Background: an optimization exercise with open tools, aiming at a short achievable clock period. Do not read the settings as production practice. The RTL was checked by simulation tests, not by an equivalence proof against the original design. Power and IR drop assume default switching activity.

File: flow/run.sh
#!/bin/bash
# synth_recipe.tcl (not shown) runs the flow's synth.tcl, then flattens the netlist and writes it again
# the make line also repeats each setting of config.mk as NAME=value (left out here)
make -C /OpenROAD-flow-scripts/flow DESIGN_CONFIG=/design/flow/config.mk WORK_HOME=/design/flow/orfs CLKGATE_MAP_FILE= SYNTH_SCRIPT=/design/flow/synth_recipe.tcl finish
File: flow/config.mk
export PLATFORM = sky130hd
export DESIGN_NAME = pwmcore
export DESIGN_NICKNAME = pwmcore
export VERILOG_FILES = /design/flow/design.v
export SDC_FILE = /design/flow/constraint.sdc
export NUM_CORES = 4
export LEC_CHECK = 0
export ABC_CLOCK_PERIOD_IN_PS = 2500
export CAP_MARGIN = 20
export CORE_MARGIN = 2
export CORE_UTILIZATION = 40
export PLACE_DENSITY = 0.6
export SETUP_SLACK_MARGIN = 4.8
export SLEW_MARGIN = 20
export SYNTH_HIERARCHICAL = 1
export SYNTH_MINIMUM_KEEP_SIZE = 0
File: flow/constraint.sdc
create_clock -name core_clock -period 7.6 [get_ports {clk}]
set_input_delay 1.5200 -clock core_clock [delete_from_list [all_inputs] [get_ports {clk}]]
set_output_delay 1.5200 -clock core_clock [all_outputs]
set_load 0.01 [all_outputs]
File: flow/design.v
module pwmcore (
    input  wire        clk,
    input  wire        rst,           
    input  wire        cmd_valid,
    input  wire [31:0] cmd_word,
    output reg         resp_valid,
    output wire [31:0] resp_word,
    input  wire [7:0]  ev_in,
    output reg  [3:0]  pin_h,
    output reg  [3:0]  pin_l,
    output wire        irq_fault,
    output wire [3:0]  irq_match,
    output wire        irq_ovf
);
    localparam N = 4;
    function automatic pfx16(input [15:0] g_in, input [15:0] p_in);
        reg [15:0] g, p;
        integer s, j;
        begin
            g = g_in;
            p = p_in;
            for (s = 1; s < 16; s = s * 2)
                for (j = 0; j < 16; j = j + 2 * s) begin
                    g[j+2*s-1] = g[j+2*s-1] | (p[j+2*s-1] & g[j+s-1]);
                    p[j+2*s-1] = p[j+2*s-1] & p[j+s-1];
                end
            pfx16 = g[15];
        end
    endfunction
    function automatic [1:0] cmp16(input [15:0] a, input [15:0] b);
        reg [15:0] l, m;
        reg        lh, mh;
        integer s, j;
        begin
            l = ~a & b;
            m = a & ~b;
            for (s = 1; s < 16; s = s * 2)
                for (j = 0; j < 16; j = j + 2 * s) begin
                    lh = l[j+2*s-1];
                    mh = m[j+2*s-1];
                    l[j+2*s-1] = lh | (~mh & l[j+s-1]);
                    m[j+2*s-1] = mh | (~lh & m[j+s-1]);
                end
            cmp16 = {l[15], m[15]};
        end
    endfunction
    function automatic lt16(input [15:0] a, input [15:0] b);
        lt16 = cmp16(a, b) >> 1;
    endfunction
    function automatic eq16(input [15:0] a, input [15:0] b);
        eq16 = ~|cmp16(a, b);
    endfunction
    function automatic sum_ge(input [7:0] lo, input [7:0] hi, input [15:0] p);
        reg [8:0]  nq, s, b;
        reg [9:0]  c;
        integer j;
        begin
            nq = ~p[8:0];
            c[0] = 1'b0;
            for (j = 0; j < 9; j = j + 1) begin
                s[j]   = (j < 8 ? lo[j] ^ hi[j] : 1'b0) ^ nq[j];
                c[j+1] = (j < 8) ? ((lo[j] & hi[j]) | (lo[j] & nq[j]) | (hi[j] & nq[j])) : 1'b0;
            end
            b = {c[8:1], 1'b1};
            sum_ge = ~|p[15:9] & pfx16({7'd0, s & b}, {7'h7F, s | b});
        end
    endfunction
    function automatic [15:0] inc16(input [15:0] a);
        integer j;
        begin
            for (j = 0; j < 16; j = j + 1)
                inc16[j] = a[j] ^ (&(a | ~((16'd1 << j) - 16'd1)));
        end
    endfunction
    function automatic [15:0] dec16(input [15:0] a);
        integer j;
        begin
            for (j = 0; j < 16; j = j + 1)
                dec16[j] = a[j] ^ ~(|(a & ((16'd1 << j) - 16'd1)));
        end
    endfunction
    function automatic [9:0] dec10(input [9:0] a);
        integer j;
        begin
            for (j = 0; j < 10; j = j + 1)
                dec10[j] = a[j] ^ ~(|(a & ((10'd1 << j) - 10'd1)));
        end
    endfunction
    function automatic [7:0] dec8(input [7:0] a);
        integer j;
        begin
            for (j = 0; j < 8; j = j + 1)
                dec8[j] = a[j] ^ ~(|(a & ((8'd1 << j) - 8'd1)));
        end
    endfunction
    function automatic [17:0] step(input [15:0] c, input ph, input [15:0] per,
                                   input [15:0] per_m1, input md, input dir);
        reg [15:0] ci, cd, sc;
        reg        cz, sp, sb;
        begin
            ci = inc16(c);
            cd = dec16(c);
            cz = (c == 16'd0);
            sc = c; sp = ph; sb = 1'b0;
            if (md == 1'b0) begin
                if (dir == 1'b0) begin
                    if (cz) begin sc = per; sb = 1'b1; end
                    else sc = cd;
                end else begin
                    if (eq16(c, per)) begin sc = 16'd0; sb = 1'b1; end
                    else sc = ci;
                end
            end else begin
                if (dir == 1'b0) begin
                    if (ph == 1'b0 && !cz) sc = cd;
                    else begin
                        sc = ci;
                        if (eq16(c, per_m1)) begin sp = 1'b0; sb = 1'b1; end
                        else sp = 1'b1;
                    end
                end else begin
                    if (ph == 1'b0 && lt16(c, per)) sc = ci;
                    else begin
                        sc = cd;
                        if (c == 16'd1) begin sp = 1'b0; sb = 1'b1; end
                        else sp = 1'b1;
                    end
                end
            end
            step = {sc, sp, sb};
        end
    endfunction
    reg        enabled;
    reg        fstate;          
    reg        forced;
    reg        restart;         
    reg        safe;
    reg [7:0]  evmask;
    reg [N-1:0] match;
    reg        ovf;
    reg        faultif;
    reg        cfgerr;
    reg [7:0]  ev_prev;
    reg        resp_hi29;
    reg        ra31, ra28, rb, rc;
    reg [15:0] resp_lo;
    reg        pc_a, pc_e, pm_a, pm_e, pd_a, pd_e;
    wire       pend_car = pc_a & ~pc_e;
    wire       pend_max = pm_a & ~pm_e;
    wire       pend_dt  = pd_a & ~pd_e;
    reg [N-1:0] wr_r;           
    reg [31:0] cw;              
    reg [15:0] cw_pm1;          
    reg [N-1:0] cw_raw;         
    reg [N-1:0] r2_r;           
    reg [15:0] period;
    reg [15:0] period_m1;       
    reg        direction;       
    reg        mode;            
    reg [9:0]  div_m1;          
    reg [15:0] max_duty;
    reg [7:0]  dt_low  [0:N-1];
    reg [7:0]  dt_high [0:N-1];
    reg [15:0] ncnt_p;          
    reg        nphase_p;        
    reg        nbnd_p;          
    reg [15:0] ncnt_s;          
    reg        nphase_s;
    reg        nbnd_s;
    reg [9:0]  prem_p;          
    reg [9:0]  prem_d;          
    reg        phit_p;          
    reg        phit_d;          
    reg [15:0] pending_p [0:N-1];
    reg [15:0] active_p  [0:N-1];
    reg [N-1:0] raw_p;
    reg [7:0]  dt_p  [0:N-1];
    reg [7:0]  dt_a1 [0:N-1];   
    reg [7:0]  dt_a0 [0:N-1];   
    reg [N-1:0] a1z_r, a1o_r;   
    reg [N-1:0] a0z_r, a0o_r;   
    reg [N-1:0] lpp_r, lap_r, epp_r, eap_r;
    wire        tk  = enabled & phit_p;       
    wire        tkb = tk & nbnd_p;            
    wire [15:0] period_e    = pend_car ? cw[15:0] : period;
    wire [15:0] period_m1_e = pend_car ? cw_pm1 : period_m1;
    wire        direction_e = pend_car ? cw[27] : direction;
    wire        mode_e      = pend_car ? cw[26] : mode;
    wire [9:0]  div_m1_e    = pend_car ? dec10(cw[25:16]) : div_m1;
    wire [15:0] max_duty_e  = pend_max ? cw[15:0] : max_duty;
    wire [15:0] cw_init  = cw[27] ? 16'd1 : cw_pm1;
    wire [15:0] ncnt_e   = pend_car ? cw_init : (tk ? ncnt_s : ncnt_p);
    wire        nphase_e = ~pend_car & (tk ? nphase_s : nphase_p);
    wire        nbnd_e   = ~pend_car & (tk ? nbnd_s : nbnd_p);
    wire [9:0]  prem_e   = pend_car ? dec10(cw[25:16]) :
                           tk ? div_m1 : (enabled ? prem_d : prem_p);
    wire        phit_e   = pend_car ? (cw[25:16] == 10'd1) :
                           tk ? (div_m1 == 10'd0) : (enabled ? phit_d : phit_p);
    reg [7:0]  dt_low_e  [0:N-1];
    reg [7:0]  dt_high_e [0:N-1];
    reg [7:0]  dt_e      [0:N-1];
    reg [15:0] pending_e [0:N-1];
    reg [15:0] active_e  [0:N-1];
    reg [N-1:0] raw_e;
    integer i;
    always @(*) begin
        for (i = 0; i < N; i = i + 1) begin
            dt_low_e[i]  = (pend_dt && cw[25:24] == i) ? cw[15:8] : dt_low[i];
            dt_high_e[i] = (pend_dt && cw[25:24] == i) ? cw[7:0]  : dt_high[i];
            pending_e[i] = wr_r[i] ? cw[15:0] : pending_p[i];
            active_e[i]  = tkb ? pending_e[i] : active_p[i];
            raw_e[i]     = pend_car ? cw_raw[i] : (tk ? r2_r[i] : raw_p[i]);
            dt_e[i]      = pend_car ? 8'd0 : (tk ? (r2_r[i] ? dt_a1[i] : dt_a0[i]) : dt_p[i]);
        end
    end
    wire [17:0] st_s    = step(ncnt_s, nphase_s, period, period_m1, mode, direction);
    wire [17:0] st_c    = step(cw_init, 1'b0, cw[15:0], cw_pm1, cw[26], cw[27]);
    wire [15:0] s_cnt   = pend_car ? st_c[17:2] : (tk ? st_s[17:2] : ncnt_s);
    wire        s_phase = pend_car ? st_c[1]    : (tk ? st_s[1]    : nphase_s);
    wire        s_bnd   = pend_car ? st_c[0]    : (tk ? st_s[0]    : nbnd_s);
    reg [7:0] a1 [0:N-1];
    reg [7:0] a0 [0:N-1];
    reg [N-1:0] dz, z1, z0, d2;
    reg [7:0] dec;
    reg       d1;
    always @(*) begin
        for (i = 0; i < N; i = i + 1) begin
            dz[i] = pend_car | (tk ? (r2_r[i] ? a1z_r[i] : a0z_r[i]) : (dt_p[i] == 8'd0));
            d1    = pend_car | (tk ? (r2_r[i] ? a1o_r[i] : a0o_r[i]) : (dt_p[i][7:1] == 7'd0));
            d2[i] = (dt_e[i][7:2] == 6'd0) & ~(dt_e[i][1] & dt_e[i][0]);    
            dec   = (dt_e[i] == 8'd0) ? 8'd0 : dec8(dt_e[i]);
            a1[i] = raw_e[i] ? dec : dt_high_e[i];
            a0[i] = raw_e[i] ? dt_low_e[i] : dec;
            z1[i] = raw_e[i] ? d1 : (dt_high_e[i] == 8'd0);
            z0[i] = raw_e[i] ? (dt_low_e[i] == 8'd0) : d1;
        end
    end
    wire [3:0]  op       = cmd_word[31:28];
    wire [1:0]  ix       = cmd_word[25:24];
    wire [15:0] value    = cmd_word[15:0];
    wire [15:0] c_period = cmd_word[15:0];
    wire [9:0]  c_div    = cmd_word[25:16];
    wire        c_dir    = cmd_word[27];
    wire [7:0]  c_low    = cmd_word[15:8];
    wire [7:0]  c_high   = cmd_word[7:0];
    wire z_7_0   = ~|cmd_word[7:0];
    wire z_9_8   = ~|cmd_word[9:8];
    wire z_15_10 = ~|cmd_word[15:10];
    wire z_16    = ~cmd_word[16];
    wire z_23_17 = ~|cmd_word[23:17];
    wire z_25_24 = ~|cmd_word[25:24];
    wire z_27_26 = ~|cmd_word[27:26];
    wire z_15_0  = z_7_0 & z_9_8 & z_15_10;
    wire z_23_16 = z_16 & z_23_17;
    wire z_27_0  = z_15_0 & z_23_16 & z_25_24 & z_27_26;
    wire is_car = cmd_valid & (op == 4'h1);
    wire is_max = cmd_valid & (op == 4'h2);
    wire is_dt  = cmd_valid & (op == 4'h3);
    wire is_flt = cmd_valid & (op == 4'h4);
    wire is_sta = cmd_valid & (op == 4'h5);
    wire is_stp = cmd_valid & (op == 4'h6);
    wire is_wr  = cmd_valid & (op == 4'h7);
    wire is_rd  = cmd_valid & (op == 4'h8);
    wire is_fir = cmd_valid & (op == 4'h9);
    wire is_clr = cmd_valid & (op == 4'hA);
    wire is_st  = cmd_valid & (op == 4'hB);
    wire is_rf  = cmd_valid & (op == 4'hC);
    wire is_ack = cmd_valid & (op == 4'hD);
    wire lg_car = is_car;
    wire lg_max = is_max & z_23_16 & z_25_24 & z_27_26;
    wire lg_dt  = is_dt  & z_23_16 & z_27_26;
    wire lg_flt = is_flt & z_9_8 & z_15_10 & z_23_16 & z_25_24;
    wire lg_sta = is_sta & z_27_0;
    wire lg_stp = is_stp & z_27_0;
    wire lg_wr  = is_wr  & z_23_16 & z_27_26;
    wire lg_rd  = is_rd  & z_23_17 & z_15_0 & z_27_26;
    wire lg_fir = is_fir & z_15_0 & z_23_16 & ~cmd_word[27];
    wire lg_clr = is_clr & z_27_0;
    wire lg_st  = is_st  & z_27_0;
    wire lg_rf  = is_rf  & z_27_0;
    wire lg_ack = is_ack & z_15_10 & z_23_16 & z_25_24 & z_27_26;
    wire [N-1:0] cdt_ge, v_lt_act, v_lt_pend, c_lt_act;
    wire [N-1:0] m_lt_pp, m_eq_pp, m_lt_ap, m_eq_ap;
    wire [N-1:0] s_lt_pp, s_eq_pp, s_lt_ap, s_eq_ap;
    wire md_lt_v, md_lt_c, v_lt_per, dt_ge;
    wire lt_s_cw, eq_s_cw, lt_p_cw, eq_p_cw;
    genvar gc;
    generate
        for (gc = 0; gc < N; gc = gc + 1) begin : g_cmp
            pwmcore_sumge u_cdt  (.lo(dt_low_e[gc]), .hi(dt_high_e[gc]), .p(c_period), .ge(cdt_ge[gc]));
            pwmcore_cmp16 u_vact (.a(value), .b(active_p[gc]), .lt(v_lt_act[gc]), .eq());
            pwmcore_cmp16 u_vpnd (.a(value), .b(pending_e[gc]), .lt(v_lt_pend[gc]), .eq());
            pwmcore_cmp16 u_cact (.a(c_period), .b(active_p[gc]), .lt(c_lt_act[gc]), .eq());
            pwmcore_cmp16 u_mpp  (.a(cw_pm1), .b(pending_p[gc]), .lt(m_lt_pp[gc]), .eq(m_eq_pp[gc]));
            pwmcore_cmp16 u_map  (.a(cw_pm1), .b(active_p[gc]), .lt(m_lt_ap[gc]), .eq(m_eq_ap[gc]));
            pwmcore_cmp16 u_spp  (.a(ncnt_s), .b(pending_p[gc]), .lt(s_lt_pp[gc]), .eq(s_eq_pp[gc]));
            pwmcore_cmp16 u_sap  (.a(ncnt_s), .b(active_p[gc]), .lt(s_lt_ap[gc]), .eq(s_eq_ap[gc]));
        end
    endgenerate
    pwmcore_cmp16 u_mdv  (.a(max_duty_e), .b(value), .lt(md_lt_v), .eq());
    pwmcore_cmp16 u_mdc  (.a(max_duty_e), .b(c_period), .lt(md_lt_c), .eq());
    pwmcore_cmp16 u_vper (.a(value), .b(period_e), .lt(v_lt_per), .eq());
    pwmcore_sumge u_dt   (.lo(c_low), .hi(c_high), .p(period_e), .ge(dt_ge));
    pwmcore_cmp16 u_scw  (.a(ncnt_s), .b(cw[15:0]), .lt(lt_s_cw), .eq(eq_s_cw));
    pwmcore_cmp16 u_pcw  (.a(ncnt_p), .b(cw[15:0]), .lt(lt_p_cw), .eq(eq_p_cw));
    reg car_dt_bad, max_ap_bad;
    reg [N-1:0] car_raw;
    always @(*) begin
        car_dt_bad = 1'b0;
        max_ap_bad = 1'b0;
        for (i = 0; i < N; i = i + 1) begin
            if (cdt_ge[i])
                car_dt_bad = 1'b1;
            if (v_lt_act[i] || v_lt_pend[i])
                max_ap_bad = 1'b1;
            car_raw[i] = ~c_dir & c_lt_act[i] | c_dir & (|active_p[i]);
        end
    end
    wire er_flt = enabled;
    wire er_wr  = md_lt_v;
    wire cfgerr_e = cfgerr | ra28 | rb | rc;    
    wire er_sta = cfgerr_e;
    wire ok_flt = lg_flt & ~er_flt;
    wire ok_sta = lg_sta & ~er_sta;
    wire ok_stp = lg_stp;
    wire ok_wr  = lg_wr  & ~er_wr;
    wire ok_fir = lg_fir;
    wire ok_clr = lg_clr;
    wire ok_ack = lg_ack;
    wire cfe_a = (lg_car & (enabled | ~|c_period | ~|c_div)) | (lg_max & enabled) |
                 (lg_dt & enabled) | (lg_flt & er_flt) | (lg_wr & er_wr) | (lg_sta & er_sta);
    wire cfe_b = lg_car & (~md_lt_c | car_dt_bad) | lg_dt & dt_ge;
    wire cfe_c = lg_max & (~v_lt_per | max_ap_bad);
    wire legal = lg_car | lg_max | lg_dt | lg_flt | lg_sta | lg_stp | lg_wr |
                 lg_rd | lg_fir | lg_clr | lg_st | lg_rf | lg_ack;
    wire [N-1:0] wr_sel;
    genvar g;
    generate
        for (g = 0; g < N; g = g + 1) begin : g_wr
            assign wr_sel[g] = ok_wr & (ix == g);
        end
    endgenerate
    wire en1 = ok_sta | (enabled & ~ok_stp);
    wire tick   = en1 & phit_e;
    wire tick_b = tick & nbnd_e;
    wire fire_hit   = ok_fir & evmask[cmd_word[26:24]];
    wire fire_latch = fire_hit & ~fstate;
    wire fstate1    = fire_hit | (fstate & ~ok_clr);
    wire forced1    = forced | fire_latch;
    wire restart1   = ok_flt ? cmd_word[27] : restart;
    wire safe1      = ok_flt ? cmd_word[26] : safe;
    wire [7:0] evmask1 = ok_flt ? cmd_word[7:0] : evmask;
    wire fstate2 = fstate1 & ~(tick_b & restart1);
    wire forced2 = forced1 & ~(tick_b & ~fstate2);
    wire ev_any   = |(ev_in & ~ev_prev & evmask1);
    wire ev_latch = ev_any & ~fstate2;
    wire fstate_n  = fstate2 | ev_any;
    wire forced_n  = forced2 | ev_latch;
    wire faultif_n = ev_latch | fire_latch | (faultif & ~(ok_ack & cmd_word[9]));
    wire ovf_n     = tick_b | (ovf & ~(ok_ack & cmd_word[8]));
    wire vnz  = |value;
    wire bnd  = phit_e & nbnd_e;              
    wire ncz  = pend_car ? (cw_init == 16'd0) : (tk ? (ncnt_s == 16'd0) : (ncnt_p == 16'd0));
    reg [N-1:0] la, lp, ea, ep, r2, hit, match_n, h_n, l_n;
    always @(*) begin
        for (i = 0; i < N; i = i + 1) begin
            lp[i] = pend_car ? (cw[27] ? (|pending_p[i][15:1]) : m_lt_pp[i]) :
                    tk ? (wr_r[i] ? lt_s_cw : s_lt_pp[i]) :
                         (wr_r[i] ? lt_p_cw : lpp_r[i]);
            ep[i] = pend_car ? (cw[27] ? (pending_p[i] == 16'd1) : m_eq_pp[i]) :
                    tk ? (wr_r[i] ? eq_s_cw : s_eq_pp[i]) :
                         (wr_r[i] ? eq_p_cw : epp_r[i]);
            la[i] = pend_car ? (cw[27] ? (|active_p[i][15:1]) : m_lt_ap[i]) :
                    tk ? (nbnd_p ? (wr_r[i] ? lt_s_cw : s_lt_pp[i])
                                 : s_lt_ap[i]) :
                         lap_r[i];
            ea[i] = pend_car ? (cw[27] ? (active_p[i] == 16'd1) : m_eq_ap[i]) :
                    tk ? (nbnd_p ? (wr_r[i] ? eq_s_cw : s_eq_pp[i])
                                 : s_eq_ap[i]) :
                         eap_r[i];
            r2[i]  = bnd ? (wr_sel[i] ? (ncz & vnz) : lp[i]) : la[i];
            hit[i] = ~nphase_e & (bnd ? (wr_sel[i] ? (ncz & ~vnz) : ep[i]) : ea[i]);
            match_n[i] = (match[i] & ~(ok_ack & cmd_word[i])) | (tick & hit[i]);
            h_n[i] = en1 & (bnd ? (wr_sel[i] ? (ncz & z1[i] & vnz) : (lp[i] & z1[i]))
                                : (phit_e ? (la[i] & z1[i]) : (raw_e[i] & dz[i])));
            l_n[i] = en1 & (bnd ? (wr_sel[i] ? (~(ncz & vnz) & z0[i]) : (~lp[i] & z0[i]))
                                : (phit_e ? (~la[i] & z0[i]) : (~raw_e[i] & dz[i])));
        end
    end
    wire [15:0] flags_word = {2'b00, fstate, enabled, forced, cfgerr_e, faultif, ovf,
                              4'b0000, match};
    wire [15:0] rd_duty = cmd_word[16] ? pending_e[ix] : active_e[ix];
    wire [15:0] rd_data = ({16{lg_rd}} & rd_duty) |
                          ({16{lg_st}} & {15'd0, fstate}) |
                          ({16{lg_rf}} & flags_word);
    always @(posedge clk) begin
        resp_hi29 <= ~legal;
        resp_lo   <= rd_data;
        cw     <= cmd_word;
        cw_pm1 <= dec16(c_period);
        cw_raw <= car_raw;
        r2_r   <= r2;
        prem_d   <= dec10(prem_e);
        phit_d   <= (prem_e == 10'd1);
        for (i = 0; i < N; i = i + 1) begin
            dt_a1[i] <= a1[i];
            dt_a0[i] <= a0[i];
            a1z_r[i] <= z1[i];
            a1o_r[i] <= raw_e[i] ? d2[i] : (dt_high_e[i][7:1] == 7'd0);
            a0z_r[i] <= z0[i];
            a0o_r[i] <= raw_e[i] ? (dt_low_e[i][7:1] == 7'd0) : d2[i];
        end
        if (rst) begin
            enabled    <= 1'b0;
            fstate     <= 1'b0;
            forced     <= 1'b0;
            restart    <= 1'b0;
            safe       <= 1'b0;
            evmask     <= 8'h00;
            match      <= {N{1'b0}};
            ovf        <= 1'b0;
            faultif    <= 1'b0;
            cfgerr     <= 1'b0;
            ra31       <= 1'b0;
            ra28       <= 1'b0;
            rb         <= 1'b0;
            rc         <= 1'b0;
            ev_prev    <= 8'h00;
            resp_valid <= 1'b0;
            pin_h      <= {N{1'b0}};
            pin_l      <= {N{1'b0}};
            pc_a       <= 1'b0;
            pm_a       <= 1'b0;
            pd_a       <= 1'b0;
            lpp_r      <= {N{1'b0}};
            lap_r      <= {N{1'b0}};
            epp_r      <= {N{1'b0}};
            eap_r      <= {N{1'b0}};
            wr_r       <= {N{1'b0}};
            period    <= 16'hFFFF;
            period_m1 <= 16'hFFFE;
            direction <= 1'b0;
            mode      <= 1'b0;
            div_m1    <= 10'd0;
            max_duty  <= 16'd0;
            ncnt_p    <= 16'hFFFE;
            nphase_p  <= 1'b0;
            nbnd_p    <= 1'b0;
            ncnt_s    <= 16'hFFFD;
            nphase_s  <= 1'b0;
            nbnd_s    <= 1'b0;
            prem_p    <= 10'd0;
            phit_p    <= 1'b1;
            raw_p     <= {N{1'b0}};
            for (i = 0; i < N; i = i + 1) begin
                dt_low[i]    <= 8'd0;
                dt_high[i]   <= 8'd0;
                pending_p[i] <= 16'd0;
                active_p[i]  <= 16'd0;
                dt_p[i]      <= 8'd0;
            end
        end else begin
            enabled    <= en1;
            fstate     <= fstate_n;
            forced     <= forced_n;
            restart    <= restart1;
            safe       <= safe1;
            evmask     <= evmask1;
            match      <= match_n;
            ovf        <= ovf_n;
            faultif    <= faultif_n;
            cfgerr     <= cfgerr_e;
            ra31       <= ~legal | cfe_a;
            ra28       <= legal & cfe_a;
            rb         <= cfe_b;
            rc         <= cfe_c;
            ev_prev    <= ev_in;
            resp_valid <= cmd_valid;
            for (i = 0; i < N; i = i + 1) begin
                pin_h[i] <= forced_n ? safe1 : h_n[i];
                pin_l[i] <= forced_n ? safe1 : l_n[i];
            end
            pc_a       <= lg_car & ~(enabled | ~|c_period | ~|c_div);
            pc_e       <= ~md_lt_c | car_dt_bad;
            pm_a       <= lg_max & ~enabled;
            pm_e       <= ~v_lt_per | max_ap_bad;
            pd_a       <= lg_dt & ~enabled;
            pd_e       <= dt_ge;
            lpp_r      <= lp;
            lap_r      <= la;
            epp_r      <= ep;
            eap_r      <= ea;
            wr_r       <= wr_sel;
            period    <= period_e;
            period_m1 <= period_m1_e;
            direction <= direction_e;
            mode      <= mode_e;
            div_m1    <= div_m1_e;
            max_duty  <= max_duty_e;
            ncnt_p    <= ncnt_e;
            nphase_p  <= nphase_e;
            nbnd_p    <= nbnd_e;
            ncnt_s    <= s_cnt;
            nphase_s  <= s_phase;
            nbnd_s    <= s_bnd;
            prem_p    <= prem_e;
            phit_p    <= phit_e;
            raw_p     <= raw_e;
            for (i = 0; i < N; i = i + 1) begin
                dt_low[i]    <= dt_low_e[i];
                dt_high[i]   <= dt_high_e[i];
                pending_p[i] <= pending_e[i];
                active_p[i]  <= active_e[i];
                dt_p[i]      <= dt_e[i];
            end
        end
    end
    assign resp_word = {ra31 | rb | rc, 1'b0, resp_hi29, ra28 | rb | rc, 12'd0, resp_lo};
    assign irq_fault = faultif;
    assign irq_match = match;
    assign irq_ovf   = ovf;
endmodule
module pwmcore_cmp16 (
    input  wire [15:0] a,
    input  wire [15:0] b,
    output wire        lt,
    output wire        eq
);
    reg [15:0] l, m;
    reg        lh, mh;
    integer s, j;
    always @(*) begin
        l = ~a & b;
        m = a & ~b;
        for (s = 1; s < 16; s = s * 2)
            for (j = 0; j < 16; j = j + 2 * s) begin
                lh = l[j+2*s-1];
                mh = m[j+2*s-1];
                l[j+2*s-1] = lh | (~mh & l[j+s-1]);
                m[j+2*s-1] = mh | (~lh & m[j+s-1]);
            end
    end
    assign lt = l[15];
    assign eq = ~l[15] & ~m[15];
endmodule
module pwmcore_sumge (
    input  wire [7:0]  lo,
    input  wire [7:0]  hi,
    input  wire [15:0] p,
    output wire        ge
);
    reg [8:0]  nq, s, b;
    reg [9:0]  c;
    reg [15:0] g, pp;
    integer j, k;
    always @(*) begin
        nq = ~p[8:0];
        c[0] = 1'b0;
        for (j = 0; j < 9; j = j + 1) begin
            s[j]   = (j < 8 ? lo[j] ^ hi[j] : 1'b0) ^ nq[j];
            c[j+1] = (j < 8) ? ((lo[j] & hi[j]) | (lo[j] & nq[j]) | (hi[j] & nq[j])) : 1'b0;
        end
        b  = {c[8:1], 1'b1};
        g  = {7'd0, s & b};
        pp = {7'h7F, s | b};
        for (k = 1; k < 16; k = k * 2)
            for (j = 0; j < 16; j = j + 2 * k) begin
                g[j+2*k-1]  = g[j+2*k-1] | (pp[j+2*k-1] & g[j+k-1]);
                pp[j+2*k-1] = pp[j+2*k-1] & pp[j+k-1];
            end
    end
    assign ge = ~|p[15:9] & g[15];
endmodule
==> results of run 1 <==
report_power, final:
part	total [mW]	switching, mW	internal [mW]
Sequential	3.01	0.0397	2.97
Clock	3.45	1.47	1.98
Combinational	0.892	0.558	0.334
Total	7.35	2.07	5.28
placed cells by master (no fill, tap or decap), types with 133 or more instances in the layout:
cell      instances
mux2i_1         171
buf_4           258
o21ai_0         159
dfxtp_1         500
maj3_1          133
a21oi_1         324
nand2_1         421
nor2b_1         245
nand2b_1        169
maj3_2          138
inv_1           513
nor2_1          563
worst max-delay path, delay by kind of cell, from the launching register on:
family / cells / cell delay (ns)
compound gates: 4 / 0.93
simple gates: 5 / 0.82
fa+ha+maj: 1 / 0.47
flops: 1 / 0.46
buf+inv: 3 / 0.44
mux: 1 / 0.29
final timing paths:
check / start / end / slack [ns] / cells after the start
max: pd_a$_SDFF_PP0_ / rb$_SDFF_PP0_ / 4.03 / 14
min: period_m1[9]$_SDFFE_PP1P_ / period_m1[9]$_SDFFE_PP1P_ / 0.48 / 2
max reg2reg: pd_a$_SDFF_PP0_ / rb$_SDFF_PP0_ / 4.03 / 14
min reg2reg: period_m1[9]$_SDFFE_PP1P_ / period_m1[9]$_SDFFE_PP1P_ / 0.48 / 2
state kept, by name, indices dropped and copies added, names as in the netlist, 8 cells and up:
| signal | count |
|---|---|
| active_p | 64 |
| ncnt_p | 16 |
| cw | 28 |
| dt_a1 | 32 |
| ncnt_s | 16 |
| period_m1 | 16 |
| evmask | 8 |
| cw_pm1 | 16 |
| prem_d | 10 |
| dt_high | 32 |
| dt_a0 | 32 |
| pending_p | 64 |
| div_m1 | 10 |
| dt_low | 32 |
| prem_p | 10 |
| ev_prev | 8 |
| resp_lo | 16 |
| period | 16 |
| max_duty | 16 |
| dt_p | 32 |
final cells by class:
cell class / instances / area share, %
sequential: 562 / 21.0
inverter: 633 / 4.50
clock buffer: 93 / 3.54
timing repair buffer: 505 / 10.7
multi-input combinational: 4087 / 56.2
clock inverter: 26 / 0.716
tap: 1403 / 3.23
antenna: 5 / 0.0230
what timing repair did:
action,CTS,global route
pin swaps,111,98
endpoints found under the hold margin,0,0
buffers inserted,151,109
setup endpoints to repair,363,320
resized for setup,666,255
gates cloned,28,11
layer usage:
metal / part of all wire, % / vias to the layer above / track usage (%)
met3: 13 / 576 / 9.70
met2: 42 / 2742 / 49.7
met4: 6.1 / 6 / 17.3
met1: 39 / 21166 / 43.5
met5: 0.019 / - / 0
li1: - / 19944 / -
metrics by stage:
stage          hold slack (ns)  cell area [sq um]  power [mW]  cells
2_1_floorplan            0.444              43500        3.45   5517
3_3_place_gp             0.467              45800        3.74   6891
3_5_place_dp             0.473              45800        3.75   6891
4_1_cts                  0.482              52200        7.28   7189
5_1_grt                  0.508              54300        7.52   7309
6_report                 0.482              54300        7.35   7314
==> results.py, run 1 <==
metrics = {
    "status": {
        "status": "no timing/DRC/antenna violations",
    },
    "detailed_routing": {
        "avgViaCountPerCell": 6.08,
        "routed-via-count": 44434,
        "first_pass_iters": 6,
        "ant_nets": 0,
        "drtIter0Drc": 5745,
        "wl_per_cell_um": 26.7,
        "drc": 0,
        "wl_um": 195000,
    },
    "clock_tree": {
        "clock_path_buffers": 3,
        "ctsHoldBuffers": 0,
        "clkSinkCount": 562,
        "h-tree-depth": 3,
        "cts_tree": "built",
        "clk_latency_ns": 0.67,
        "cts_root_buffer": "clkbuf_16",
        "numCtsBuffers": 68,
        "path_clk_slew_ns": 0.07,
    },
    "timing": {
        "setup_viol": 0,
        "clock_skew_ns": 0.0216,
        "fmax_mhz": 280,
        "rsz0062_at_grt": "true",
        "slew_headroom_pct": 27.9,
        "fin_ws_ns": 4.03,
        "hold_viol": 0,
        "period_share_pct": 47.0,
        "worstMarginPinSlew_ns": 1.05,
        "slew_viol_final": 0,
        "final.setup.tns_ns": 0,
        "period_minus_slack_ns": 3.57,
    },
    "global_routing": {
        "grtUsageTotal_pct": 33.3,
        "grt_max_degree": 96,
        "grt_pass1_vias": 40390,
        "grt_pass1_wl_um": 274000,
        "antenna_found_initial": 12,
        "grt_overflow": 0,
    },
    "die": {
        "initial_core_util_pct": 40.2,
        "dieArea_sq_um": 110000,
        "die_x_um": 332,
        "die_h_um": 332,
        "core_sq_um": 107000,
        "ioPinCount": 90,
        "rows": 120,
    },
    "worst_setup_path": {
        "cp_slowest_stage_delay_ns": 0.47,
        "critPathCaptureType": "flip-flop",
        "critPathLaunchType": "flip-flop",
        "crit_chain": "nor4b_4 > buf_6 > buf_8 > mux2i_4 > inv_1 > fa_1 > nand2b_1 > o2111ai_2 > a222oi_1 > o21ai_2 > nor4_2 > nand2_1 > a22oi_1 > nor2_1",
        "required_ns": 8.12,
        "critPathKind": "reg -> reg",
        "worstPathArrival_ns": 4.08,
        "worstPathMaxFanout": 5,
        "critPathSlowestCell": "fa_1",
    },
    "placed_design": {
        "dp_hpwl_um": 123000,
        "pre_cts_ws_ns": 2.52,
        "portBuffers": 76,
        "routabilityCongestion": 1.00,
    },
    "final_layout": {
        "drive_gt1_share_pct": 23.9,
        "areaGrowthSynthToFinish_pct": 26.4,
        "fillers": 10088,
        "utilization_pct": 50.8,
        "seq_area_sq_um": 11400,
        "multiInputGateArea_sq_um": 30600,
        "nets": 5988,
    },
    "power": {
        "leakagePower_nw": 21.2,
        "power_density_nw_per_um2": 135,
        "peakVddDrop_mv": 0.188,
    },
    "logic_synthesis": {
        "netlist_instances": 5505,
        "syn_area_per_cell_sq_um": 7.81,
        "ys_warn_count": 37,
        "netlist_area_sq_um": 43000,
    },
    "min_path": {
        "hp-class": "reg -> reg",
    },
    "run": {
        "max-cap-violations": 0,
    },
}
==> run 2, diff against run 1 <==
--- a/flow/config.mk
+++ b/flow/config.mk
@@ -7,3 +7,3 @@
 export LEC_CHECK = 0
-export ABC_CLOCK_PERIOD_IN_PS = 2500
+export ABC_AREA = 1
 export CAP_MARGIN = 20
==> run 2 against run 1 <==
Compared with the run above: via count is 14% higher; still clean; largest power group unchanged; wire length increased by 1.7%; global-route usage rose by 0.40 points; clock power shrank 2%; sequential power barely moved; sequential share of layout area barely moved; power is 0.17% lower; hold slack worse by 0.00099 ns; non-clock buffer count decreased by 30; die area is 1.4% higher; critical path type is now in -> reg.
==> results.py, run 2 <==
metrics = {
    "status": {
        "status": "no timing/DRC/antenna violations",
    },
    "worst_setup_path": {
        "regToRegEndpoint": "pm_e$_DFFE_PN_",
        "critPathKind": "in -> reg",
        "required_ns": 8.13,
        "r2r_cells": 15,
        "r2r_start": "wr_r[3]$_SDFF_PP0_",
        "worstPathArrival_ns": 3.61,
        "r2r_setup_slack_ns": 4.57,
        "worstPathMaxFanout": 7,
        "critPathCaptureType": "flip-flop",
        "startpoint": "cmd_word[19]",
        "critPathLaunchType": "primary input",
    },
    "final_layout": {
        "areaGrowthSynthToFinish_pct": 24.5,
        "reg_top3": "active_p x64, pending_p x64",
        "nets": 8151,
        "drive_gt1_share_pct": 16.9,
        "fin_area_sq_um": 54300,
        "fillers": 11079,
        "layout_common_cells": "nand2_1, inv_1, nor2_1, dfxtp_1, o21ai_0",
        "final_common_cell": "nand2_1",
    },
    "timing": {
        "fin_ws_ns": 4.52,
        "rsz0062_at_grt": "true",
        "hold_viol": 0,
        "slew_viol_final": 0,
        "clock_skew_ns": 0.0379,
        "final.setup.tns_ns": 0,
        "period_minus_slack_ns": 3.08,
        "holdWs_ns": 0.481,
        "slew_headroom_pct": 18.9,
        "period_share_pct": 40.6,
        "setup_viol": 0,
        "fmax_mhz": 324,
        "worstMarginPinSlew_ns": 1.21,
    },
    "clock_tree": {
        "path_clk_slew_ns": 0.06,
        "clk_latency_ns": 0.66,
        "clock_path_buffers": 3,
        "clkSinkCount": 562,
        "ctsHoldBuffers": 0,
        "cts_tree": "built",
        "numCtsBuffers": 70,
        "h-tree-depth": 3,
        "cts_root_buffer": "clkbuf_16",
    },
    "die": {
        "rows": 121,
        "dieArea_sq_um": 112000,
        "die_x_um": 334,
        "die_h_um": 334,
        "ioPinCount": 90,
        "core_sq_um": 108000,
        "initial_core_util_pct": 40.2,
    },
    "detailed_routing": {
        "top_layer_used": "met5",
        "met2_wirelength_um": 82800,
        "wl_um": 198000,
        "wl_met3_um": 22300,
        "wl_per_cell_um": 20.9,
        "drc": 0,
        "drtIter0Drc": 5970,
        "first_pass_iters": 6,
        "wl_met1_um": 80600,
        "routed-via-count": 50755,
        "avgViaCountPerCell": 5.35,
        "ant_nets": 0,
    },
    "power": {
        "pwr-share-seq_pct": 41.0,
        "leakagePower_nw": 28.2,
        "pwr-share-clk_pct": 46.0,
        "switchingPower_mw": 2.13,
        "comb_power_share_pct": 13.1,
        "p_sw_share_pct": 29.0,
        "power_density_nw_per_um2": 135,
        "peakVddDrop_mv": 0.158,
        "p_int_mw": 5.21,
    },
    "global_routing": {
        "antenna_found_initial": 8,
        "grt_pass1_wl_um": 282000,
        "grtUsageTotal_pct": 33.7,
        "grt_overflow": 0,
        "grt_max_degree": 128,
        "grt_pass1_vias": 44755,
    },
    "min_path": {
        "worstHoldStart": "div_m1[8]$_SDFFE_PP0P_",
        "whs_endpoint": "div_m1[8]$_SDFFE_PP0P_",
        "whs_path_depth": 2,
        "hp-class": "reg -> reg",
    },
    "placed_design": {
        "pre_cts_ws_ns": 2.71,
        "routabilityCongestion": 0.986,
        "placed_area_sq_um": 46300,
        "dp_hpwl_um": 132000,
        "portBuffers": 76,
    },
    "run": {
        "max-cap-violations": 0,
    },
    "logic_synthesis": {
        "ys_warn_count": 37,
        "netlist_instances": 7646,
        "netlist_area_sq_um": 43600,
        "syn_area_per_cell_sq_um": 5.70,
    },
}
[run 2: power groups by stage]
stage | Clock [mW] | Sequential [mW] | Combinational [mW]
after detailed placement | 0 | 3.07 | 0.709
final | 3.37 | 3.01 | 0.959
after floorplan | 0 | 3.07 | 0.406
after global routing | 3.53 | 3.01 | 1.01
after CTS | 3.40 | 3.01 | 0.859
after global placement | 0 | 3.07 | 0.696
[run 2: cell type report]
type | instances | area, sq um | area share, %
repair buffers | 475 | 5350 | 9.85
clock buffers | 99 | 2010 | 3.71
well taps | 1414 | 1770 | 3.26
repair inverters | 2 | 13.8 | 0.0254
diodes | 7 | 17.5 | 0.0323
inverters | 1397 | 5510 | 10.2
flip-flops and latches | 562 | 11400 | 21.1
multi-input cells | 5512 | 27900 | 51.5
clock inverters | 24 | 251 | 0.463
[run 2: repair_timing]
action,4_1_cts,5_1_grt
hold endpoints to repair,0,0
endpoints found under the setup margin,348,199
gates resized for setup,596,439
buffers inserted,133,103
pin swaps,68,139
cloned,31,11
[run 2: metrics by stage]
| step | power [mW] | std cells | utilization [%] |
|---|---|---|---|
| after floorplan | 3.48 | 7658 | - |
| after global placement | 3.77 | 9084 | 42.8 |
| after detailed placement | 3.78 | 9084 | 42.8 |
| after CTS | 7.26 | 9371 | 47.8 |
| after global routing | 7.54 | 9487 | 50.1 |
| final | 7.34 | 9492 | 50.1 |
[run 2: critical path, cell delays in order]
cell	delay (ns)
dlygate4sd2_1	0.27
nor2_4	0.23
nand4_4	0.24
nor2_4	0.21
buf_6	0.13
buf_6	0.09
nand3_4	0.10
nand2_2	0.12
nand3_2	0.07
nand2_2	0.09
nor2_4	0.05
nand2_2	0.08
nand2_4	0.08
nand2_8	0.10
clkinv_8	0.10
nand2_2	0.07
a21oi_2	0.05
[run 2: how the worst max path moves through the flow]
stage                     endpoint  slack, ns  cells past startpoint
5_1_grt             pc_e$_DFFE_PN_       4.40                     13
2_1_floorplan  pin_h[0]$_SDFF_PP0_       4.38                     17
6_report       pin_h[1]$_SDFF_PP0_       4.52                     17
4_1_cts             pm_e$_DFFE_PN_       4.54                     11
3_5_place_dp   pin_h[1]$_SDFF_PP0_       2.71                     11
3_3_place_gp   pin_h[1]$_SDFF_PP0_       2.66                     11
[run 2: layer usage]
layer  vias up  track usage [%]
met1     23302             44.7
met2      2581             51.0
li1      24318                -
met3       552             7.29
met4         2             17.9
met5         -                0
==> run 3, diff against run 2 <==
--- a/flow/config.mk
+++ b/flow/config.mk
@@ -12,3 +12,3 @@
 export PLACE_DENSITY = 0.6
-export SETUP_SLACK_MARGIN = 4.8
+export SETUP_SLACK_MARGIN = 4.0
 export SLEW_MARGIN = 20
==> run 3 against run 2 <==
Compared with the run above: critical endpoint is now resp_lo[7]$_DFF_P_; register-to-register slack lost 0.44 ns; worst setup slack lost 0.60 ns; largest power group unchanged; clock power grew 6%; power shrank 0.24%; synthesized area is the same.
==> results.py, run 3 <==
metrics = {
    "status": {
        "status": "no timing/DRC/antenna violations",
    },
    "logic_synthesis": {
        "netlist_area_sq_um": 43600,
        "ys_warn_count": 37,
        "syn_area_per_cell_sq_um": 5.70,
        "netlist_instances": 7646,
    },
    "worst_setup_path": {
        "critPathKind": "in -> reg",
        "startpoint": "cmd_word[21]",
        "worstPathArrival_ns": 4.26,
        "setup.worst_path.end": "resp_lo[7]$_DFF_P_",
        "r2r_cells": 17,
        "regToRegEndpoint": "pin_l[1]$_SDFF_PP0_",
        "worstPathMaxFanout": 11,
        "critPathCaptureType": "flip-flop",
        "required_ns": 8.17,
        "critPathLaunchType": "primary input",
        "r2r_start": "ncnt_s[10]$_SDFFE_PP1N_",
        "r2r_setup_slack_ns": 4.13,
    },
    "die": {
        "core_sq_um": 108000,
        "ioPinCount": 90,
        "dieArea_sq_um": 112000,
        "initial_core_util_pct": 40.2,
        "rows": 121,
        "die_h_um": 334,
        "die_x_um": 334,
    },
    "clock_tree": {
        "cts_tree": "built",
        "h-tree-depth": 3,
        "clk_latency_ns": 0.67,
        "numCtsBuffers": 72,
        "clkSinkCount": 562,
        "path_clk_slew_ns": 0.05,
        "cts_root_buffer": "clkbuf_16",
        "clock_path_buffers": 3,
    },
    "detailed_routing": {
        "drtIter0Drc": 4778,
        "wl_um": 180000,
        "wl_per_cell_um": 19.5,
        "first_pass_iters": 9,
        "ant_nets": 0,
        "routed-via-count": 48182,
        "avgViaCountPerCell": 5.23,
        "drc": 0,
    },
    "min_path": {
        "hp-class": "reg -> reg",
        "worstHoldStart": "div_m1[6]$_SDFFE_PP0P_",
    },
    "power": {
        "comb_power_share_pct": 10.0,
        "p_int_mw": 5.25,
        "peakVddDrop_mv": 0.145,
        "pwr-share-seq_pct": 41.4,
        "p_sw_share_pct": 28.3,
        "switchingPower_mw": 2.07,
        "power_density_nw_per_um2": 149,
        "leakagePower_nw": 26.1,
        "pwr-share-clk_pct": 48.6,
    },
    "timing": {
        "slew_viol_final": 0,
        "clock_skew_ns": 0.0446,
        "fmax_mhz": 271,
        "setup_viol": 0,
        "slew_headroom_pct": 23.5,
        "worstMarginPinSlew_ns": 1.15,
        "final.setup.tns_ns": 0,
        "period_share_pct": 48.5,
        "hold_viol": 0,
        "period_minus_slack_ns": 3.69,
        "rsz0062_at_grt": "false",
    },
    "placed_design": {
        "portBuffers": 76,
        "routabilityCongestion": 0.966,
        "dp_hpwl_um": 133000,
    },
    "global_routing": {
        "grtUsageTotal_pct": 31.2,
        "grt_pass1_wl_um": 263000,
        "grt_pass1_vias": 42486,
        "grt_overflow": 0,
        "grt_max_degree": 172,
        "antenna_found_initial": 4,
    },
    "final_layout": {
        "drive_gt1_share_pct": 8.83,
        "fillers": 11620,
        "reg_top3": "active_p x64, pending_p x64",
        "areaGrowthSynthToFinish_pct": 12.5,
        "final_common_cell": "nand2_1",
        "utilization_pct": 45.2,
        "layout_common_cells": "nand2_1, inv_1, nor2_1, dfxtp_1, o21ai_0",
        "nets": 7879,
    },
    "run": {
        "max-cap-violations": 0,
    },
}
-- run 3: cell count changes in the layout (fill, tap and decap cells not counted), sizes merged, moves of 4 or more --
cell	delta
nand2	-5
bufbuf	-14
inv	+24
nand3	-8
diode	-6
clkbuf	-6
clkdlybuf4s15	-20
clkdlybuf4s50	+50
clkinvlp	-23
dlymetal6s2s	+4
dlygate4sd2	-6
buf	-260
-- run 3: critical path: stages --
cell and delay (ns):
clkdlybuf4s50_1 0.56, nor3_1 0.72, nand3_1 0.30, nor4_2 0.45, buf_4 0.28, inv_1 0.16, a211oi_1 0.26
-- run 3: cell type report --
class	instances	area, sq um	area share [%]
well taps	1414	1770	3.61
diodes	1	2.50	0.00510
repair buffers	218	1890	3.86
clock buffers	103	2100	4.28
clock inverters	28	350	0.714
flip-flops and latches	562	11300	23.0
multi-input cells	5497	26300	53.7
inverters	1397	5300	10.8
-- run 3: metrics by stage --
step / cell area, sq um / setup slack, ns / total power [mW] / hold WS (ns) / cells
final: 49000 / 3.91 / 7.32 / 0.479 / 9220
after global routing: 49000 / 3.99 / 7.54 / 0.501 / 9219
after CTS: 48700 / 3.98 / 7.32 / 0.480 / 9202
after detailed placement: 46100 / 2.65 / 3.79 / 0.465 / 9068
after global placement: 46100 / 2.70 / 3.78 / 0.459 / 9068
after floorplan: 43600 / 4.26 / 3.48 / 0.446 / 7658
-- run 3: timing repair --
action                     4_1_cts  5_1_grt
gates cloned                     0        2
setup buffers                    3       15
hold buffers                     0        0
setup endpoints to repair       48       42
pin swaps                        2        5
gates resized for setup         31       69
-- run 3: worst min-delay path by stage --
stage | end | slack (ns) | cells after the start
6_report | div_m1[6]$_SDFFE_PP0P_ | 0.48 | 2
3_5_place_dp | cfgerr$_SDFF_PP0_ | 0.47 | 2
4_1_cts | div_m1[6]$_SDFFE_PP0P_ | 0.48 | 2
5_1_grt | div_m1[7]$_SDFFE_PP0P_ | 0.50 | 2
3_3_place_gp | period_m1[8]$_SDFFE_PP1P_ | 0.46 | 2
2_1_floorplan | period_m1[8]$_SDFFE_PP1P_ | 0.45 | 2
-- run 3: metal layers --
layer,GRT usage (%),wire length [um],vias to the layer above
li1,-,-,23683
met1,42.9,77800,22070
met5,0,30,-
met2,48.3,76400,2078
met3,5.56,17700,347
met4,12.4,8250,4
-- run 3: power groups by stage --
stage	combinational, mW	sequential (mW)	clock (mW)
after floorplan	0.403	3.07	0
after global placement	0.685	3.09	0
after detailed placement	0.696	3.09	0
after CTS	0.703	3.03	3.59
after global routing	0.795	3.03	3.71
final	0.734	3.03	3.56
==> run 4, diff against run 3 <==
--- a/flow/config.mk
+++ b/flow/config.mk
@@ -10,5 +10,5 @@
 export CORE_MARGIN = 2
-export CORE_UTILIZATION = 40
-export PLACE_DENSITY = 0.6
-export SETUP_SLACK_MARGIN = 4.0
+export CORE_UTILIZATION = 50
+export PLACE_DENSITY = 0.7
+export SETUP_SLACK_MARGIN = 5
 export SLEW_MARGIN = 20
==> run 4 against run 3 <==
Compared with the run above: first-iteration DRC count is 32% higher; synthesized area unchanged; largest cell class unchanged; clock-buffer cell count decreased by 10; critical endpoint is now pin_l[3]$_SDFF_PP0_.
==> results.py, run 4 <==
metrics = {
    "detailed_routing": {
        "routed-via-count": 51449,
        "ant_nets": 0,
        "wl_um": 193000,
        "wl_per_cell_um": 20.9,
        "drc": 0,
        "avgViaCountPerCell": 5.57,
        "first_pass_iters": 6,
        "drtIter0Drc": 6320,
    },
    "min_path": {
        "whs_endpoint": "period_m1[8]$_SDFFE_PP1P_",
        "hp-class": "reg -> reg",
        "worstHoldStart": "period_m1[8]$_SDFFE_PP1P_",
        "whs_path_depth": 2,
    },
    "die": {
        "core_sq_um": 86600,
        "rows": 108,
        "die_h_um": 299,
        "ioPinCount": 90,
        "die_x_um": 299,
        "initial_core_util_pct": 50.3,
        "dieArea_sq_um": 89500,
    },
    "power": {
        "p_sw_share_pct": 28.9,
        "switchingPower_mw": 2.16,
        "comb_power_share_pct": 12.8,
        "pwr-share-seq_pct": 40.2,
        "power.total_mw": 7.48,
        "pwr-share-clk_pct": 47.1,
        "p_int_mw": 5.32,
        "power_density_nw_per_um2": 137,
        "peakVddDrop_mv": 0.166,
        "leakagePower_nw": 28.5,
    },
    "final_layout": {
        "fin_area_sq_um": 54700,
        "reg_top3": "active_p x64, pending_p x64",
        "drive_gt1_share_pct": 17.9,
        "layout_common_cells": "nand2_1, inv_1, nor2_1, dfxtp_1, o21ai_0",
        "final_common_cell": "nand2_1",
        "layout.cells.non_filler": 9245,
        "utilization_pct": 63.1,
        "nets": 8164,
        "areaGrowthSynthToFinish_pct": 25.4,
    },
    "clock_tree": {
        "clkSinkCount": 562,
        "clock_path_buffers": 3,
        "numCtsBuffers": 69,
        "clk_latency_ns": 0.66,
        "h-tree-depth": 3,
        "path_clk_slew_ns": 0.06,
        "cts_root_buffer": "clkbuf_16",
        "cts_tree": "built",
    },
    "logic_synthesis": {
        "syn_area_per_cell_sq_um": 5.70,
        "netlist_area_sq_um": 43600,
        "ys_warn_count": 37,
        "netlist_instances": 7646,
    },
    "worst_setup_path": {
        "regToRegEndpoint": "pm_e$_DFFE_PN_",
        "crit_buf_inv": 5,
        "critPathLaunchType": "primary input",
        "startpoint": "cmd_word[12]",
        "r2r_cells": 14,
        "worstPathArrival_ns": 3.68,
        "cp_slowest_stage_delay_ns": 0.30,
        "critPathKind": "in -> reg",
        "crit_top_cell": "nand2_4",
        "r2r_start": "cw[4]$_DFF_P_",
        "required_ns": 8.17,
        "critPathSlowestCell": "nor3_4",
        "critPathCaptureType": "flip-flop",
        "r2r_setup_slack_ns": 4.53,
        "crit_family": "simple AND/OR/NAND/NOR gates",
        "crit_chain": "buf_12 > buf_12 > clkinv_4 > nand2_4 > nor3_4 > nand3_4 > inv_4 > nand2_4 > nor2_4 > nand3_4 > nand2_4 > nand3_2 > nand2_2 > nand2_4 > nand2_8 > nand2_8 > buf_4 > a21oi_2",
        "worstPathMaxFanout": 6,
    },
    "global_routing": {
        "grt_max_degree": 116,
        "grt_pass1_wl_um": 277000,
        "grtUsageTotal_pct": 40.9,
        "antenna_found_initial": 7,
        "grt_pass1_vias": 45764,
        "grt_overflow": 0,
    },
    "placed_design": {
        "routabilityCongestion": 1.01,
        "portBuffers": 76,
        "placed_area_sq_um": 46000,
        "dp_cells": 8812,
        "dp_hpwl_um": 125000,
    },
    "timing": {
        "setup_viol": 0,
        "period_minus_slack_ns": 3.11,
        "hold_viol": 0,
        "rsz0062_at_grt": "true",
        "worstMarginPinSlew_ns": 1.13,
        "final.setup.tns_ns": 0,
        "slew_headroom_pct": 23.7,
        "slew_viol_final": 0,
        "period_share_pct": 40.9,
        "clock_skew_ns": 0.0405,
        "fmax_mhz": 322,
    },
    "status": {
        "status": "no timing/DRC/antenna violations",
    },
    "run": {
        "max-cap-violations": 0,
    },
}
==> run 4: cell types whose count changed in the layout (fill, tap and decap cells not counted), sizes merged <==
cell and change:
bufinv +2, clkdlybuf4s15 +6, clkinv +2, clkinvlp +20, buf +302, dlygate4sd2 +3, dlymetal6s2s -4, nand3 +4
nand2 +3, clkbuf -3, clkdlybuf4s50 -50, diode +1, inv -16, bufbuf +14
==> run 4: cell type report <==
| cell class | instances | area, sq um |
|---|---|---|
| inverters | 1397 | 5550 |
| repair inverters | 3 | 26.3 |
| well taps | 1155 | 1450 |
| clock inverters | 33 | 459 |
| fillers | 7877 | 31900 |
| multi-input cells | 5504 | 28100 |
| diodes | 2 | 5.00 |
| clock buffers | 93 | 1950 |
| repair buffers | 496 | 5700 |
| flip-flops and latches | 562 | 11400 |
==> run 4: worst max-delay path by stage <==
stage / to / slack (ns) / depth (start not counted)
final: pin_l[3]$_SDFF_PP0_ / 4.49 / 18
after global routing: pin_l[3]$_SDFF_PP0_ / 4.38 / 19
after CTS: pin_h[0]$_SDFF_PP0_ / 4.60 / 19
after detailed placement: pin_l[3]$_SDFF_PP0_ / 2.58 / 18
after global placement: pin_l[3]$_SDFF_PP0_ / 2.67 / 18
after floorplan: pin_h[0]$_SDFF_PP0_ / 4.38 / 17
==> run 4: worst min-delay path, delay by kind of cell, from the launching register on <==
family	cells	cell delay [ns]
simple gates	1	0.05
compound gates	1	0.06
flops	1	0.32
==> run 4: per-stage QoR <==
| stage | setup slack [ns] | hold WS (ns) |
|---|---|---|
| global placement | 2.67 | 0.459 |
| global route | 4.38 | 0.507 |
| CTS | 4.60 | 0.478 |
| floorplan | 4.38 | 0.446 |
| finish | 4.49 | 0.474 |
| detailed placement | 2.58 | 0.463 |
==> run 4: timing repair <==
action,in CTS,in global routing
setup buffers,166,102
resized for setup,823,401
gates cloned,30,7
pin swaps,120,110
endpoints found under the setup margin,412,199
hold buffers,0,0
==> run 4: power by group through the flow <==
| stage | clock (mW) | combinational [mW] | sequential [mW] |
|---|---|---|---|
| 2_1_floorplan | 0 | 0.406 | 3.07 |
| 3_3_place_gp | 0 | 0.687 | 3.07 |
| 3_5_place_dp | 0 | 0.699 | 3.07 |
| 4_1_cts | 3.52 | 0.869 | 3.01 |
| 5_1_grt | 3.64 | 1.00 | 3.00 |
| 6_report | 3.52 | 0.954 | 3.01 |
==> run 4: metal layers <==
metal	vias to the layer above	global-route usage (%)	wire [um]
li1	24332	-	-
met1	23353	52.1	73100
met2	2991	60.8	78800
met3	765	11.4	25700
met4	8	26.4	15400
met5	-	0	65
==> run 5, diff against run 4 <==
--- a/flow/config.mk
+++ b/flow/config.mk
@@ -10,5 +10,5 @@
 export CORE_MARGIN = 2
-export CORE_UTILIZATION = 50
-export PLACE_DENSITY = 0.7
-export SETUP_SLACK_MARGIN = 5
+export CORE_UTILIZATION = 30
+export PLACE_DENSITY = 0.5
+export SETUP_SLACK_MARGIN = 4.8
 export SLEW_MARGIN = 20
==> run 5 against run 4 <==
Compared with the run above: still clean on timing, DRC and antenna; synthesized area stayed put; worst setup slack worse by 0.052 ns; power is 3.7% higher; critical path depth stayed put; sequential cell count stayed put; sequential share of layout area hardly changed; hold slack better by 0.0069 ns; highest routed layer unchanged.
==> results.py, run 5 <==
metrics = {
    "worst_setup_path": {
        "r2r_cells": 23,
        "critPathKind": "in -> reg",
        "crit_chain": "buf_16 > buf_16 > inv_12 > nand2_8 > nor3_4 > buf_6 > nand3_4 > inv_4 > buf_6 > buf_6 > buf_6 > buf_6 > buf_6 > buf_6 > nand4_1 > o211ai_1 > nand2_1 > a21oi_1",
        "required_ns": 8.19,
        "critPathSlowestCell": "nor3_4",
        "crit_buf_inv": 11,
        "regToRegEndpoint": "pin_h[0]$_SDFF_PP0_",
        "worstPathMaxFanout": 7,
        "r2r_start": "ncnt_s[3]$_SDFFE_PP1N_",
        "critPathLaunchType": "primary input",
        "critPathCaptureType": "flip-flop",
        "r2r_setup_slack_ns": 4.54,
        "crit_top_cell": "buf_6",
        "cp_slowest_stage_delay_ns": 0.30,
        "crit_family": "buffers and inverters",
        "worstPathArrival_ns": 3.74,
    },
    "timing": {
        "slew_headroom_pct": 25.6,
        "clock_skew_ns": 0.0520,
        "worstMarginPinSlew_ns": 1.10,
        "period_share_pct": 41.6,
        "rsz0062_at_grt": "true",
        "fmax_mhz": 317,
        "holdWs_ns": 0.481,
        "hold_viol": 0,
        "slew_viol_final": 0,
        "period_minus_slack_ns": 3.16,
        "final.setup.tns_ns": 0,
        "setup_viol": 0,
    },
    "run": {
        "max-cap-violations": 0,
    },
    "final_layout": {
        "reg_top3": "active_p x64, pending_p x64",
        "layout_common_cells": "nand2_1, inv_1, nor2_1, dfxtp_1, o21ai_0",
        "areaGrowthSynthToFinish_pct": 26.1,
        "fillers": 15517,
        "nets": 8139,
        "drive_gt1_share_pct": 16.4,
        "final_common_cell": "nand2_1",
    },
    "min_path": {
        "whs_path_depth": 2,
        "worstHoldStart": "cfgerr$_SDFF_PP0_",
        "hp-class": "reg -> reg",
        "whs_endpoint": "cfgerr$_SDFF_PP0_",
    },
    "placed_design": {
        "dp_hpwl_um": 148000,
        "routabilityCongestion": 0.943,
        "portBuffers": 76,
    },
    "logic_synthesis": {
        "netlist_area_sq_um": 43600,
        "syn_area_per_cell_sq_um": 5.70,
        "netlist_instances": 7646,
        "ys_warn_count": 37,
    },
    "status": {
        "status": "no timing/DRC/antenna violations",
    },
    "detailed_routing": {
        "wl_per_cell_um": 21.7,
        "drtIter0Drc": 5350,
        "routed-via-count": 50460,
        "wl_um": 216000,
        "first_pass_iters": 6,
        "avgViaCountPerCell": 5.06,
        "drc": 0,
        "ant_nets": 0,
    },
    "global_routing": {
        "use_met3_pct": 3.87,
        "grt_use_met1_pct": 38.6,
        "grt_overflow": 0,
        "grt_pass1_wl_um": 307000,
        "grt_pass1_vias": 45512,
        "grt_max_degree": 155,
        "met2_usage_pct": 43.5,
        "grt.busiest_layer": "met2",
        "antenna_found_initial": 14,
        "grtUsageTotal_pct": 28.2,
    },
    "clock_tree": {
        "clock_path_buffers": 3,
        "clkSinkCount": 562,
        "numCtsBuffers": 74,
        "cts_root_buffer": "clkbuf_16",
        "path_clk_slew_ns": 0.07,
        "cts_tree": "built",
        "h-tree-depth": 3,
        "clk_latency_ns": 0.68,
    },
    "die": {
        "die_h_um": 385,
        "ioPinCount": 90,
        "die_x_um": 385,
        "dieArea_sq_um": 148000,
        "core_sq_um": 144000,
        "rows": 139,
        "initial_core_util_pct": 30.3,
    },
    "power": {
        "leakagePower_nw": 28.3,
        "power_density_nw_per_um2": 141,
        "peakVddDrop_mv": 0.149,
    },
}
-- run 5: changes by cell type in the layout (fill, tap and decap cells not counted), sizes merged --
cell | previous run | this run
clkbuf | 104 | 111
buf | 453 | 419
clkinvlp | 26 | 31
nand2 | 2730 | 2736
clkinv | 62 | 52
diode | 2 | 6
dlygate4sd2 | 4 | 11
inv | 1339 | 1340
bufinv | 6 | 9
o21ai | 516 | 517
bufbuf | 14 | 8
-- run 5: timing repair --
item / in CTS / in global routing
endpoints found under the setup margin: 425 / 207
hold buffers: 0 / 0
setup buffers: 199 / 58
cloned: 27 / 9
pin swaps: 101 / 102
resized for setup: 792 / 263
-- run 5: cell type report --
class                   instances  area (sq um)  share of cell area [%]
diodes                          6          15.0                  0.0273
clock buffers                 105          2080                    3.78
clock inverters                31           512                   0.931
inverters                    1397          5510                    10.0
multi-input cells            5511         27800                    50.6
flip-flops and latches        562         11500                    20.9
well taps                    1903          2380                    4.33
repair buffers                458          5130                    9.34
repair inverters                4          35.0                  0.0637
-- run 5: power by group --
group	total (mW)	switching (mW)	internal, mW	leakage (nW)
combinational	0.935	0.623	0.312	22.5
clock	3.80	1.55	2.25	1.25
sequential	3.03	0.0668	2.96	4.59
total	7.76	2.24	5.52	28.3
-- run 5: how the worst max path moves through the flow --
| stage | startpoint | to | slack, ns | cells after the start |
|---|---|---|---|---|
| 2_1_floorplan | cmd_word[11] | pin_h[0]$_SDFF_PP0_ | 4.38 | 17 |
| 3_3_place_gp | cmd_word[0] | resp_lo[0]$_DFF_P_ | 2.65 | 13 |
| 3_5_place_dp | cmd_word[0] | resp_lo[0]$_DFF_P_ | 2.59 | 13 |
| 4_1_cts | cmd_word[10] | pin_h[2]$_SDFF_PP0_ | 4.55 | 18 |
| 5_1_grt | cmd_word[13] | pin_h[2]$_SDFF_PP0_ | 4.38 | 19 |
| 6_report | cmd_word[13] | match[0]$_SDFF_PP0_ | 4.44 | 18 |
-- run 5: worst min-delay path, cell delays in order, from the launching register on --
cell,delay [ns]
dfxtp_1,0.32
o21ai_0,0.08
inv_1,0.05
-- run 5: metal layers --
layer / wire length [um] / vias to the layer above / part of all wire, %
met5: 64 / - / 0.030
met4: 11700 / 10 / 5.4
met2: 92900 / 2120 / 43
met1: 93400 / 23649 / 43
met3: 18400 / 411 / 8.5
li1: - / 24270 / -
-- run 5: metrics by stage --
| step | util (%) | setup slack, ns | instances | power [mW] | area, sq um |
|---|---|---|---|---|---|
| floorplan | - | 4.38 | 7658 | 3.48 | 43700 |
| global placement | 32.5 | 2.65 | 9542 | 3.79 | 46700 |
| detailed placement | 32.5 | 2.59 | 9542 | 3.80 | 46700 |
| CTS | 37.2 | 4.55 | 9904 | 7.74 | 53400 |
| global route | 38.2 | 4.38 | 9972 | 7.98 | 55000 |
| finish | 38.2 | 4.44 | 9977 | 7.76 | 55000 |
==> run 6, diff against run 5 <==
--- a/flow/config.mk
+++ b/flow/config.mk
@@ -8,8 +8,9 @@
 export ABC_AREA = 1
-export CAP_MARGIN = 20
+export CAP_MARGIN = 40
 export CORE_MARGIN = 2
-export CORE_UTILIZATION = 30
-export PLACE_DENSITY = 0.5
+export CORE_UTILIZATION = 40
+export GPL_ROUTABILITY_DRIVEN = 0
+export PLACE_DENSITY = 0.6
 export SETUP_SLACK_MARGIN = 4.8
-export SLEW_MARGIN = 20
+export SLEW_MARGIN = 40
 export SYNTH_HIERARCHICAL = 1
==> run 6 against run 5 <==
Compared with the run above: via count grew 1.4%; synthesized cell count unchanged; global-route usage grew 5.8 points; register-to-register slack worse by 0.02 ns; sequential cell count unchanged; non-clock buffer count is 3 higher; first-iteration DRC count is 14% higher; sequential share of layout area is 0.19 points higher; combinational power grew 2.1%; die area shrank 25%; wire length shrank 7.9%; final cell count fell by 5.1%; largest cell class unchanged; largest power group unchanged.
==> results.py, run 6 <==
metrics = {
    "timing": {
        "slew_viol_final": 0,
        "final.setup.tns_ns": 0,
        "clock_skew_ns": 0.0512,
        "hold_viol": 0,
        "fmax_mhz": 320,
        "period_minus_slack_ns": 3.12,
        "worstMarginPinSlew_ns": 0.978,
        "period_share_pct": 41.1,
        "fin_ws_ns": 4.48,
        "setup_viol": 0,
        "slew_headroom_pct": 34.2,
        "rsz0062_at_grt": "true",
    },
    "die": {
        "dieArea_sq_um": 112000,
        "rows": 121,
        "die_x_um": 334,
        "core_sq_um": 108000,
        "ioPinCount": 90,
        "initial_core_util_pct": 40.2,
        "die_h_um": 334,
    },
    "detailed_routing": {
        "wl_um": 199000,
        "wl_per_cell_um": 21.0,
        "routed-via-count": 51146,
        "ant_nets": 0,
        "first_pass_iters": 6,
        "drc": 0,
        "avgViaCountPerCell": 5.40,
        "drtIter0Drc": 6101,
    },
    "clock_tree": {
        "numCtsBuffers": 71,
        "h-tree-depth": 3,
        "cts_tree": "built",
        "clkSinkCount": 562,
        "ctsHoldBuffers": 0,
        "path_clk_slew_ns": 0.06,
        "clock_path_buffers": 3,
        "cts_root_buffer": "clkbuf_16",
        "clk_latency_ns": 0.66,
    },
    "min_path": {
        "worstHoldStart": "period_m1[9]$_SDFFE_PP1P_",
        "hp-class": "reg -> reg",
        "whs_path_depth": 2,
        "whs_endpoint": "period_m1[9]$_SDFFE_PP1P_",
    },
    "worst_setup_path": {
        "worstPathMaxFanout": 7,
        "r2r_start": "pd_e$_DFFE_PN_",
        "worstPathArrival_ns": 3.52,
        "regToRegEndpoint": "pc_e$_DFFE_PN_",
        "critPathLaunchType": "primary input",
        "r2r_setup_slack_ns": 4.52,
        "r2r_cells": 15,
        "critPathCaptureType": "flip-flop",
        "required_ns": 7.99,
        "critPathKind": "in -> reg",
    },
    "global_routing": {
        "grt_pass1_vias": 45353,
        "grt_max_degree": 114,
        "grt_overflow": 0,
        "grtUsageTotal_pct": 34.0,
        "antenna_found_initial": 8,
        "grt_pass1_wl_um": 284000,
    },
    "final_layout": {
        "fillers": 10953,
        "reg_top3": "active_p x64, pending_p x64",
        "nets": 8132,
        "drive_gt1_share_pct": 16.2,
        "final_common_cell": "nand2_1",
        "areaGrowthSynthToFinish_pct": 24.3,
        "layout_common_cells": "nand2_1, inv_1, nor2_1, dfxtp_1, o21ai_0",
    },
    "power": {
        "peakVddDrop_mv": 0.154,
        "power.total_mw": 7.74,
        "power_density_nw_per_um2": 143,
        "leakagePower_nw": 28.2,
    },
    "logic_synthesis": {
        "netlist_area_sq_um": 43600,
        "syn_area_per_cell_sq_um": 5.70,
        "ys_warn_count": 37,
        "netlist_instances": 7646,
    },
    "status": {
        "status": "no timing/DRC/antenna violations",
    },
    "placed_design": {
        "portBuffers": 76,
        "dp_hpwl_um": 130000,
        "pre_cts_ws_ns": 3.03,
    },
    "run": {
        "max-cap-violations": 0,
    },
}
run 6: cell type report:
class | count | area, sq um | area share (%)
Timing Repair Buffer | 461 | 5290 | 9.77
Inverter | 1397 | 5490 | 10.1
Tap cell | 1414 | 1770 | 3.27
Multi-Input combinational cell | 5507 | 27600 | 51.0
Sequential cell | 562 | 11400 | 21.1
Antenna cell | 1 | 2.50 | 0.00462
Clock inverter | 32 | 539 | 0.996
Clock buffer | 98 | 2040 | 3.76
Timing Repair inverter | 1 | 8.76 | 0.0162
run 6: worst max path at each step:
stage	startpoint	to	slack [ns]
after floorplan	cmd_word[11]	pin_h[0]$_SDFF_PP0_	4.38
after global placement	cmd_word[18]	resp_lo[14]$_DFF_P_	2.68
after detailed placement	cmd_word[18]	resp_lo[5]$_DFF_P_	3.03
after CTS	cmd_word[9]	pm_e$_DFFE_PN_	4.58
after global routing	pd_e$_DFFE_PN_	rb$_SDFF_PP0_	4.41
final	cmd_word[7]	pm_e$_DFFE_PN_	4.48
run 6: metrics by stage:
step / cell area [sq um] / cells / hold slack, ns / util, %
floorplan: 43700 / 7658 / 0.446 / -
global placement: 46300 / 9079 / 0.458 / 42.7
detailed placement: 46400 / 9080 / 0.462 / 42.8
CTS: 52200 / 9374 / 0.476 / 48.1
global route: 54200 / 9473 / 0.498 / 50.0
finish: 54200 / 9473 / 0.479 / 50.0
run 6: critical path, cell delays in order:
cell and delay (ns):
buf_6 0.11, buf_12 0.17, inv_1 0.07, nand2_1 0.09
nand2_1 0.06, nand2_1 0.09, o21a_1 0.15, nand2_2 0.12
nand2_2 0.10, nand2_2 0.05, or4_4 0.57, nor3_4 0.30
nand2_1 0.10
run 6: per-layer routing:
metal / track usage (%) / up-vias / share of wire (%)
li1: - / 24257 / -
met1: 44.8 / 23428 / 40
met2: 50.7 / 2786 / 41
met3: 7.98 / 667 / 12
met4: 19.5 / 8 / 7.1
met5: 0 / - / 0.024
run 6: power breakdown:
| part | leakage (nW) | internal [mW] | switching, mW |
|---|---|---|---|
| clock network | 1.26 | 2.27 | 1.50 |
| registers | 4.58 | 2.97 | 0.0462 |
| logic | 22.4 | 0.316 | 0.639 |
run 6: what timing repair did:
action / in CTS / in global routing
setup endpoints to repair: 287 / 131
gates cloned: 31 / 10
pin swaps: 80 / 135
buffers inserted: 133 / 88
gates resized for setup: 583 / 376

Check on run 6: ideal ports give 4.475 ns setup slack; a clkbuf_16 on the clock port and buf_2 on the inputs give 4.475 ns; moving port delays by the midpoint clock arrival (0.711 ns) as well gives 3.764 ns.
